Context: an optimization exercise on an open-source flow, tuned for a short achievable clock period and few clock cycles. The choices shown serve that exercise and are no tape-out recipe.
In this exercise RTL edits were held to simulation tests only and were not proved equivalent to the original.
Power and IR drop assume default switching activity.

==> run a: inputs <==
==> flow/design.v <==
module beebc_decoder (
    input  wire [3:0] opcode,
    output wire       is_lda,
    output wire       is_alu,    
    output wire       is_sub,
    output wire       is_sta,
    output wire       is_ldi,
    output wire       is_jmp,
    output wire       is_jc,
    output wire       is_jz,
    output wire       is_out,
    output wire       is_hlt
);
    assign is_lda = (opcode == 4'd1);
    assign is_alu = (opcode == 4'd2) | (opcode == 4'd3);
    assign is_sub = (opcode == 4'd3);
    assign is_sta = (opcode == 4'd4);
    assign is_ldi = (opcode == 4'd5);
    assign is_jmp = (opcode == 4'd6);
    assign is_jc  = (opcode == 4'd7);
    assign is_jz  = (opcode == 4'd8);
    assign is_out = (opcode == 4'd14);
    assign is_hlt = (opcode == 4'd15);
endmodule
module beebc_core (
    input  wire       clk,
    input  wire       rst,         
    output wire [3:0] mem_addr,
    input  wire [7:0] mem_rdata,
    output wire [7:0] mem_wdata,
    output wire       mem_we,
    output wire [7:0] out,
    output wire       out_strobe,
    output wire       halted
);
    reg  [7:0] xir;
    reg        xv;          
    reg  [7:0] bop;         
    reg        bv;          
    reg  [7:0] fir;
    reg        fv;          
    reg  [3:0] fpc;
    reg  [7:0] a;
    reg  [7:0] alu;
    reg  [7:0] out_r;
    reg        cf;
    reg        zf;
    reg        halted_r;    
    reg        halted_o;    
    reg        out_valid;   
    reg  [7:0] mc [0:15];
    reg [15:0] mv;
    reg  [3:0] pa;          
    reg        pwe;         
    reg        p_opnd;      
    reg        p_fill;      
    wire run = ~halted_r;
    wire rd  = ~pwe;
    wire [3:0] xn = xir[3:0];
    wire x_lda, x_alu, x_sub, x_sta, x_ldi, x_jmp, x_jc, x_jz, x_out, x_hlt;
    beebc_decoder u_dx (
        .opcode (xir[7:4]),
        .is_lda (x_lda), .is_alu (x_alu), .is_sub (x_sub), .is_sta (x_sta),
        .is_ldi (x_ldi), .is_jmp (x_jmp), .is_jc  (x_jc),  .is_jz  (x_jz),
        .is_out (x_out), .is_hlt (x_hlt)
    );
    wire x_exec  = run & xv & ~((x_lda | x_alu) & ~bv) & ~(x_hlt & out_valid);
    wire advance = run & (~xv | x_exec);    
    wire [8:0] sum   = {1'b0, a} + {1'b0, bop};
    wire [8:0] dif   = {1'b0, a} - {1'b0, bop};
    wire       ovf   = x_sub ? dif[8] : sum[8];
    wire [7:0] r     = x_sub ? dif[7:0] : sum[7:0];
    wire       z_new = x_sub ? (a == bop) : ((a == 8'h00) & (bop == 8'h00));
    wire [7:0] alu_next = ovf ? alu : r;
    wire       x_flags = x_exec & x_alu;
    wire       cf_n  = x_flags ? ovf   : cf;
    wire       zf_n  = x_flags ? z_new : zf;
    wire       f_fill = ~fv & p_fill;
    wire       jv     = fv | f_fill;
    wire [7:0] jir    = fv ? fir : mem_rdata;
    wire [3:0] jn     = jir[3:0];
    wire j_lda, j_alu, j_sub, j_sta, j_ldi, j_jmp, j_jc, j_jz, j_out, j_hlt;
    beebc_decoder u_dj (
        .opcode (jir[7:4]),
        .is_lda (j_lda), .is_alu (j_alu), .is_sub (j_sub), .is_sta (j_sta),
        .is_ldi (j_ldi), .is_jmp (j_jmp), .is_jc  (j_jc),  .is_jz  (j_jz),
        .is_out (j_out), .is_hlt (j_hlt)
    );
    wire j_taken = j_jmp | (j_jc & cf_n) | (j_jz & zf_n);
    wire [3:0] fpc1 = fpc + 4'd1;
    wire [3:0] fpc2 = fpc + 4'd2;
    wire [3:0] jn1  = jn + 4'd1;
    wire       m1_w = pwe & (xn == jn);
    wire       m1_r = rd & (pa == jn);
    wire [7:0] m1   = m1_w ? a : (mv[jn] ? mc[jn] : mem_rdata);
    wire       m1ok = m1_w | mv[jn] | m1_r;
    wire       m2_w = pwe & (xn == fpc1);
    wire       m2_r = rd & (pa == fpc1);
    wire [7:0] m2   = m2_w ? a : (mv[fpc1] ? mc[fpc1] : mem_rdata);
    wire       m2ok = m2_w | mv[fpc1] | m2_r;
    wire halt_nx = halted_r | (x_exec & x_hlt);
    wire outv_nx = x_exec & x_out;
    wire       jd_sta  = j_sta & ~halt_nx;
    wire       jd_opnd = (j_lda | j_alu) & ~m1ok;
    wire [3:0] pf_t    = mv[jn1]  ? jn1 + 4'd1 : jn1;
    wire [3:0] pf_n    = mv[fpc2] ? fpc2 + 4'd1 : fpc2;
    wire [3:0] pa_t    = (jd_sta | jd_opnd) ? jn : (~m1ok ? jn   : pf_t);
    wire [3:0] pa_n    = (jd_sta | jd_opnd) ? jn : (~m2ok ? fpc1 : pf_n);
    wire       fill_t  = ~(jd_sta | jd_opnd) & ~m1ok;
    wire       fill_n  = ~(jd_sta | jd_opnd) & ~m2ok;
    wire       j_self  = j_sta & (jn == fpc1);
    wire       fv_h    = fv | f_fill;
    wire       hd_sta  = xv & x_sta & ~halt_nx;
    wire       hd_opnd = xv & (x_lda | x_alu) & ~bv & ~p_opnd;
    wire [3:0] pf_h    = mv[fpc1] ? fpc2 : fpc1;
    reg  [3:0] pa_nx;
    reg        pwe_nx, opnd_nx, fill_nx;
    always @(*) begin
        pa_nx = fpc; pwe_nx = 1'b0; opnd_nx = 1'b0; fill_nx = 1'b0;
        if (advance & jv) begin
            pwe_nx  = jd_sta;
            opnd_nx = jd_opnd;
            pa_nx   = j_taken ? pa_t : pa_n;
            fill_nx = j_taken ? fill_t : fill_n;
        end else if (advance) begin
            pa_nx   = fpc;
            fill_nx = 1'b1;
        end else begin
            if (hd_sta | hd_opnd) begin
                pa_nx   = xn;
                pwe_nx  = hd_sta;
                opnd_nx = hd_opnd;
            end else if (~fv_h) begin
                pa_nx   = fpc;
                fill_nx = 1'b1;
            end else
                pa_nx   = pf_h;
        end
    end
    always @(posedge clk) begin
        if (rst) begin
            mv <= 16'h0000;
        end else if (run) begin
            if (pwe)
                mc[pa] <= a;
            else
                mc[pa] <= mem_rdata;
            mv[pa] <= 1'b1;
        end
    end
    always @(posedge clk) begin
        if (rst) begin
            xv       <= 1'b0;
            fv       <= 1'b0;
            fpc      <= 4'h0;
            a        <= 8'h00;
            alu      <= 8'h00;
            out_r    <= 8'h00;
            cf       <= 1'b0;
            zf       <= 1'b0;
            halted_r <= 1'b0;
            halted_o <= 1'b0;
            out_valid <= 1'b0;
            pa       <= 4'h0;
            pwe      <= 1'b0;
            p_opnd   <= 1'b0;
            p_fill   <= 1'b1;
        end else begin
            out_valid <= outv_nx;
            if (run) begin
                pa     <= pa_nx;
                pwe    <= pwe_nx;
                p_opnd <= opnd_nx;
                p_fill <= fill_nx;
                if (advance) begin
                    xir <= jir;
                    xv  <= jv;
                    bop <= m1;
                    bv  <= m1ok;
                    if (jv) begin
                        fir <= j_taken ? m1 : m2;
                        fv  <= j_taken ? m1ok : (m2ok & ~j_self);
                        fpc <= j_taken ? jn : fpc1;
                    end
                    halted_o <= halt_nx | (jv & j_hlt & ~outv_nx);
                end else begin
                    if (p_opnd) begin
                        bop <= mem_rdata;
                        bv  <= 1'b1;
                    end
                    if (f_fill) begin
                        fir <= mem_rdata;
                        fv  <= 1'b1;
                    end
                    halted_o <= halt_nx | (xv & x_hlt & ~outv_nx);
                end
            end
            if (x_exec) begin
                if (x_lda) a <= bop;
                if (x_ldi) a <= {4'h0, xn};
                if (x_alu) begin
                    a   <= alu_next;
                    alu <= alu_next;
                    cf  <= ovf;
                    zf  <= z_new;
                end
                if (x_out) out_r <= a;
                if (x_hlt) halted_r <= 1'b1;
            end
        end
    end
    assign mem_addr   = pa;
    assign mem_wdata  = a;
    assign mem_we     = pwe;
    assign out        = out_r;
    assign out_strobe = out_valid;
    assign halted     = halted_o;
endmodule
==> flow/run.sh <==
#!/bin/bash
# synth_recipe.tcl (not shown) runs the flow's synth.tcl, then flattens the netlist and writes it again
# the make line also repeats each setting of config.mk as NAME=value (left out here)
make -C /OpenROAD-flow-scripts/flow DESIGN_CONFIG=/design/flow/config.mk WORK_HOME=/design/flow/orfs CLKGATE_MAP_FILE= SYNTH_SCRIPT=/design/flow/synth_recipe.tcl finish
==> flow/config.mk <==
export PLATFORM = sky130hd
export DESIGN_NAME = beebc_core
export DESIGN_NICKNAME = beebc_core
export VERILOG_FILES = /design/flow/design.v
export SDC_FILE = /design/flow/constraint.sdc
export NUM_CORES = 4
export LEC_CHECK = 0
export ABC_CLOCK_PERIOD_IN_PS = 2000
export CAP_MARGIN = 20
export CORE_MARGIN = 2
export CORE_UTILIZATION = 40
export SETUP_SLACK_MARGIN = 3.0
export SLEW_MARGIN = 20
==> flow/constraint.sdc <==
create_clock -name core_clock -period 5.0 [get_ports {clk}]
set_input_delay 1.0000 -clock core_clock [delete_from_list [all_inputs] [get_ports {clk}]]
set_output_delay 1.0000 -clock core_clock [all_outputs]
set_load 0.01 [all_outputs]
==> inputs of run b, as changes to run a <==
ABC_CLOCK_PERIOD_IN_PS = 1500   (was 2000)
CORE_UTILIZATION = 30   (was 40)
SETUP_SLACK_MARGIN = 2.5   (was 3.0)
TNS_END_PERCENT = 100   (was unset)
==> qor summary <==
| item | run b | run a |
|---|---|---|
| Die height | 209 µm | 181 µm |
| Final Util | 41.0% | 57.6% |
| DR WL/cell | 22.7 µm | 24.0 µm |
| Overall global routing resource usage | 18.5% | 25.9% |
| Placed insts | 1719 | 1573 |
| Proportion of cell area occupied by multi-input gates | 43.0% | 42.4% |
| Tapcells | 539 | 396 |
| Final weighted congestion of routability-driven global placement | 0.863 | 0.875 |
| Cell area power density | 504 nW/µm² | 507 nW/µm² |
| Maximum number of pins on one net before global-route repair | 62 | 36 |
| CP arrival | 3610 ps | 3530 ps |
| Post-CTS setup buffer count | 86 | 123 |
| Total design power | 8620 µW | 8980 µW |
| Result of the run | timing/DRC/antenna clean | timing/DRC/antenna clean |
| Buffering stage count on the worst path with inverters included | 3 | 2 |
| Pleak | 0.00617 µW | 0.00648 µW |
| Detail Route met3 WL | 3380 µm | 3410 µm |
| Layout Cell Area excl Fill | 17100 µm² | 17700 µm² |
| Number of gates on the worst path with buffers counted | 13 | 11 |
Testbench counts of run a, summed over its fixed seeds: cycles 26,379.
Testbench counts of run b, summed over its fixed seeds: cycles 26,379.

* * *

==> inputs of 01-03 <==
Another version of the RTL of beebc_core (not shown whole).
clock: 5.0 ns
lec_check: 0
abc_clock_period_in_ps: 2000
cap_margin: 20
core_margin: 2
core_utilization: 40
setup_slack_margin: 3.0
slew_margin: 20
run.sh (not shown) runs the stock make flow with config.mk's settings and CLKGATE_MAP_FILE= SYNTH_SCRIPT=/design/flow/synth_recipe.tcl, a recipe that flattens the netlist after the stock synthesis.
==> 06-16: changes against 01-03 <==
--- a/flow/design.v
+++ b/flow/design.v
@@ -138,33 +138,16 @@
     wire        pv      = psel ? (fv | pr_a) : (fbv | pr_b);
     wire  [7:0] pir     = psel ? (fv ? fir : mem_rdata) : (fbv ? firb : mem_rdata);
     wire [15:0] p_oh    = psel ? (fv ? f_oh : rd_oh) : (fbv ? fb_oh : rd_oh);
     wire  [3:0] ppc     = psel ? fpc  : fpcb;
     wire  [3:0] ppc1    = psel ? fpc1 : fpcb1;
     wire  [3:0] ppc2    = psel ? fpc2 : fpcb2;
     wire [15:0] ppc1_oh = psel ? fpc1_oh : fpcb1_oh;
     wire        f_fill  = ~fv & p_fill & ~pend;
-    wire b_lda, b_alu, b_sub, b_sta, b_ldi, b_jmp, b_jc, b_jz, b_out, b_hlt;
-    beebc_decoder u_db (
-        .opcode (mem_rdata[7:4]),
-        .is_lda (b_lda), .is_alu (b_alu), .is_sub (b_sub), .is_sta (b_sta),
-        .is_ldi (b_ldi), .is_jmp (b_jmp), .is_jc  (b_jc),  .is_jz  (b_jz),
-        .is_out (b_out), .is_hlt (b_hlt)
-    );
-    wire        byp    = advance & f_fill;
-    wire  [3:0] b_n    = mem_rdata[3:0];
-    wire        b_self = (b_n == fpc);              
-    wire        b_bv   = |(mv & rd_oh) | b_self;
-    wire  [7:0] b_op   = sel8(rd_oh & mv) | (mem_rdata & {8{b_self}});
-    wire        b_ld   = b_lda | b_alu;
-    wire        b_pend = x_flags & (b_jc | b_jz);
-    wire        b_use  = b_jmp | (x_flags ? (b_jc | b_jz) : ((b_jc & cf) | (b_jz & zf)));
-    wire  [3:0] b_fpc  = b_use ? b_n : fpc1;
-    wire        b_fv   = ~b_use & m2_v & ~(b_sta & (b_n == fpc1));
     wire halt_nx = halted_r | halted_o | (x_exec & x_hlt);
     wire outv_nx = x_exec & x_out;
     wire       jd_sta  = f_sta & ~halt_nx;
     wire       f_ld    = f_lda | f_alu;
     wire [3:0] jn1     = jn + 4'd1;
     wire [15:0] fpc2_oh = rotl(fpc1_oh);
     wire [15:0] jn1_oh  = rotl(f_oh);
     wire       hd_sta  = xv & x_sta & ~halt_nx;
@@ -198,45 +181,34 @@
                         fill_c = ~ok1;
                     end else begin
                         pa_c   = ok2 ? fpc2 : fpc1;
                         fill_c = ~ok2;
                     end
                 end else if (s_pick) begin
                     pa_c   = pv ? ppc1 : ppc;
                     fill_c = ~pv;
-                end else if (byp) begin
-                    if (b_sta | (b_ld & ~b_bv))
-                        pa_c = b_n;
-                    else if (b_pend)
-                        pa_c = fpc1;
-                    else if (b_fv)
-                        pa_c = fpc2;
-                    else begin
-                        pa_c   = b_fpc;
-                        fill_c = 1'b1;
-                    end
                 end else if (s_hold)
                     pa_c = xn;
                 else if (s_fill) begin
                     pa_c   = fpc;
                     fill_c = 1'b1;
                 end else
                     pa_c = pf_h;
             end
             assign c_pa[gi]   = pa_c;
             assign c_fill[gi] = fill_c;
-            assign c_opnd[gi] = s_step ? opnd : (byp ? (b_ld & ~b_bv) : (s_hold & hd_opnd));
+            assign c_opnd[gi] = s_step ? opnd : (s_hold & hd_opnd);
         end
     endgenerate
     wire [1:0] okc     = {m2okf, m1ok};
     wire [3:0] pa_nx   = c_pa[okc];
     wire       fill_nx = c_fill[okc];
     wire       opnd_nx = c_opnd[okc];
-    wire       pwe_nx  = s_step ? jd_sta : (byp ? (b_sta & ~halt_nx) : (s_hold & hd_sta));
+    wire       pwe_nx  = s_step ? jd_sta : (s_hold & hd_sta);
     wire       jd_opnd = f_ld & ~m1ok;
     wire m1_hlt  = m1ok & (m1[7:4] == 4'hf);
     wire m2_hlt  = m2okf & (m2[7:4] == 4'hf);
     wire fa_hlt  = ~j_pend & (j_taken ? m1_hlt : m2_hlt);
     wire early_a = jv & ~((f_lda | f_alu) & ~m1ok) & ~f_sta & ~f_out & fa_hlt;
     wire fh_hlt  = ~pend & fv & f_hlt;
     wire early_h = xv & ~((x_lda | x_alu) & ~bv & ~p_opnd) & ~x_sta & ~x_out & fh_hlt;
     always @(posedge clk) begin
@@ -251,18 +223,17 @@
             mv[pa] <= 1'b1;
         end
     end
     wire        use_a   = j_taken | j_pend;      
     wire  [7:0] fir_nx  = use_a ? m1 : m2;
     wire [15:0] f_oh_nx = use_a ? m1_oh : m2_oh;
     reg   [7:0] fload;
     always @(*) begin
-        if (byp)                fload = m2;
-        else if (advance & jv)  fload = fir_nx;
+        if (advance & jv)       fload = fir_nx;
         else if (advance & pend) fload = pir;
         else                     fload = mem_rdata;
     end
     wire f_load = (advance & (jv | pend)) | f_fill;
     always @(posedge clk) begin
         if (rst) begin
             xv       <= 1'b0;
             fv       <= 1'b0;
@@ -280,59 +251,35 @@
             halted_o <= 1'b0;
             out_valid <= 1'b0;
             pa       <= 4'h0;
             pwe      <= 1'b0;
             p_opnd   <= 1'b0;
             p_fill   <= 1'b1;
         end else begin
             out_valid <= outv_nx;
-            if (run) begin
+            begin
                 pa     <= pa_nx;
                 pwe    <= pwe_nx;
                 p_opnd <= opnd_nx;
                 p_fill <= fill_nx;
                 if (f_load) begin
                     fir   <= fload;
                 end
-                if (byp) begin
-                    xir   <= mem_rdata;
-                    xv    <= 1'b1;
-                    x_lda <= b_lda;
-                    x_alu <= b_alu;
-                    x_sub <= b_sub;
-                    x_sta <= b_sta;
-                    x_ldi <= b_ldi;
-                    x_out <= b_out;
-                    x_hlt <= b_hlt;
-                    bv    <= b_bv;
-                    fv    <= b_fv;
-                    f_oh  <= m2_oh;
-                    fbv   <= 1'b0;
-                    pend  <= b_pend;
-                    pkind <= b_jz;
-                    fpc     <= b_fpc;
-                    fpc1    <= b_use ? b_n + 4'd1 : fpc2;
-                    fpc2    <= b_use ? b_n + 4'd2 : fpc2 + 4'd1;
-                    fpc1_oh <= b_use ? rotl(rd_oh) : fpc2_oh;
-                    fpcb     <= fpc1;
-                    fpcb1    <= fpc2;
-                    fpcb2    <= fpc2 + 4'd1;
-                    fpcb1_oh <= fpc2_oh;
-                    halted_o <= halt_nx | (b_hlt & ~outv_nx);
-                end else if (advance) begin
+                if (advance) begin
                     xir   <= fir;
                     xv    <= jv;
                     x_lda <= f_lda;
                     x_alu <= f_alu;
                     x_sub <= f_sub;
                     x_sta <= f_sta;
                     x_ldi <= f_ldi;
                     x_out <= f_out;
                     x_hlt <= f_hlt;
+                    bop   <= m1;
                     bv    <= m1ok;
                     if (jv) begin
                         f_oh <= f_oh_nx;
                         fv   <= use_a ? m1ok : m2okf;
                         pend <= j_pend;
                         pkind <= f_jz;
                         if (use_a) begin
                             fpc     <= jn;
@@ -355,31 +302,34 @@
                     end else if (pend) begin
                         f_oh    <= p_oh;
                         fv      <= pv;
                         pend    <= 1'b0;
                         fpc     <= ppc;
                         fpc1    <= ppc1;
                         fpc2    <= ppc2;
                         fpc1_oh <= ppc1_oh;
+                    end else if (f_fill) begin
+                        f_oh <= rd_oh;
+                        fv   <= 1'b1;
                     end
                     halted_o <= halt_nx | (((jv & f_hlt) | early_a) & ~outv_nx);
                 end else begin
                     if (p_opnd) begin
+                        bop <= mem_rdata;
                         bv  <= 1'b1;
                     end
                     if (f_fill) begin
                         f_oh <= rd_oh;
                         fv   <= 1'b1;
                     end
                     halted_o <= halt_nx | (((xv & x_hlt) | early_h) & ~outv_nx);
                 end
             end
             a <= a_nx;
-            bop <= byp ? b_op : (advance ? m1 : mem_rdata);
             if (x_flags) begin
                 alu <= alu_next;
                 cf  <= ovf;
                 zf  <= z_new;
             end
             if (x_exec) begin
                 if (x_out) out_r <= a;
                 if (x_hlt) halted_r <= 1'b1;
ABC_CLOCK_PERIOD_IN_PS = default   (was 2000)
SETUP_SLACK_MARGIN = 2.4   (was 3.0)
TNS_END_PERCENT = 100   (was default)
==> comparison <==
In 01-03 the first-iteration DRC count is higher than in 06-16, by about 100%. In 01-03 the global-route usage is higher than in 06-16, by 10 points. Register-to-register slack: 06-16 is better than 01-03 (0.39 ns). Between 06-16 and 01-03, the lower via count is in 06-16 (gap about 30%, measured against 01-03). Of 01-03 and 06-16, 01-03 has the higher clock skew (gap 0.0054 ns).
Testbench counts of 01-03, summed over its fixed seeds: cycles 26,560.
Testbench counts of 06-16, summed over its fixed seeds: cycles 27,888.

[static timing again, ports no longer ideal]
Ports are ideal in the flow. The routed layouts listed here were re-timed in OpenROAD.
Step 1 sets driving cells, clkbuf_16 on the clock port and buf_2 on the other inputs (assumed; they add their load-dependent delay and slew).
Step 2 times the ports against the registers' clock, not the clock port: input delays grow and output delays shrink by t, the midpoint of the rising clock arrivals with the driver on.
Three values: no drivers, after step 1, after step 2; two values: the first two.
run | t (ns) | setup WS [ns] | slew at the worst register clock pin (ns) | cell pins on the clock port's net
run a | 0.597 | 1.839 / 1.839 / 1.411 | 0.06 / 0.06 | 1
run b | 0.587 | 1.775 / 1.775 / 1.307 | 0.07 / 0.07 | 1
01-03 | 0.630 | 1.946 / 1.946 / 1.493 | 0.07 / 0.07 | 1
06-16 | 0.612 | 2.334 / 2.276 / 1.832 | 0.07 / 0.07 | 1
After both steps every run listed still meets setup and hold. For 06-16, which loses most, drivers alone change the setup slack by -0.058 ns; drivers and shift together by -0.502 ns.
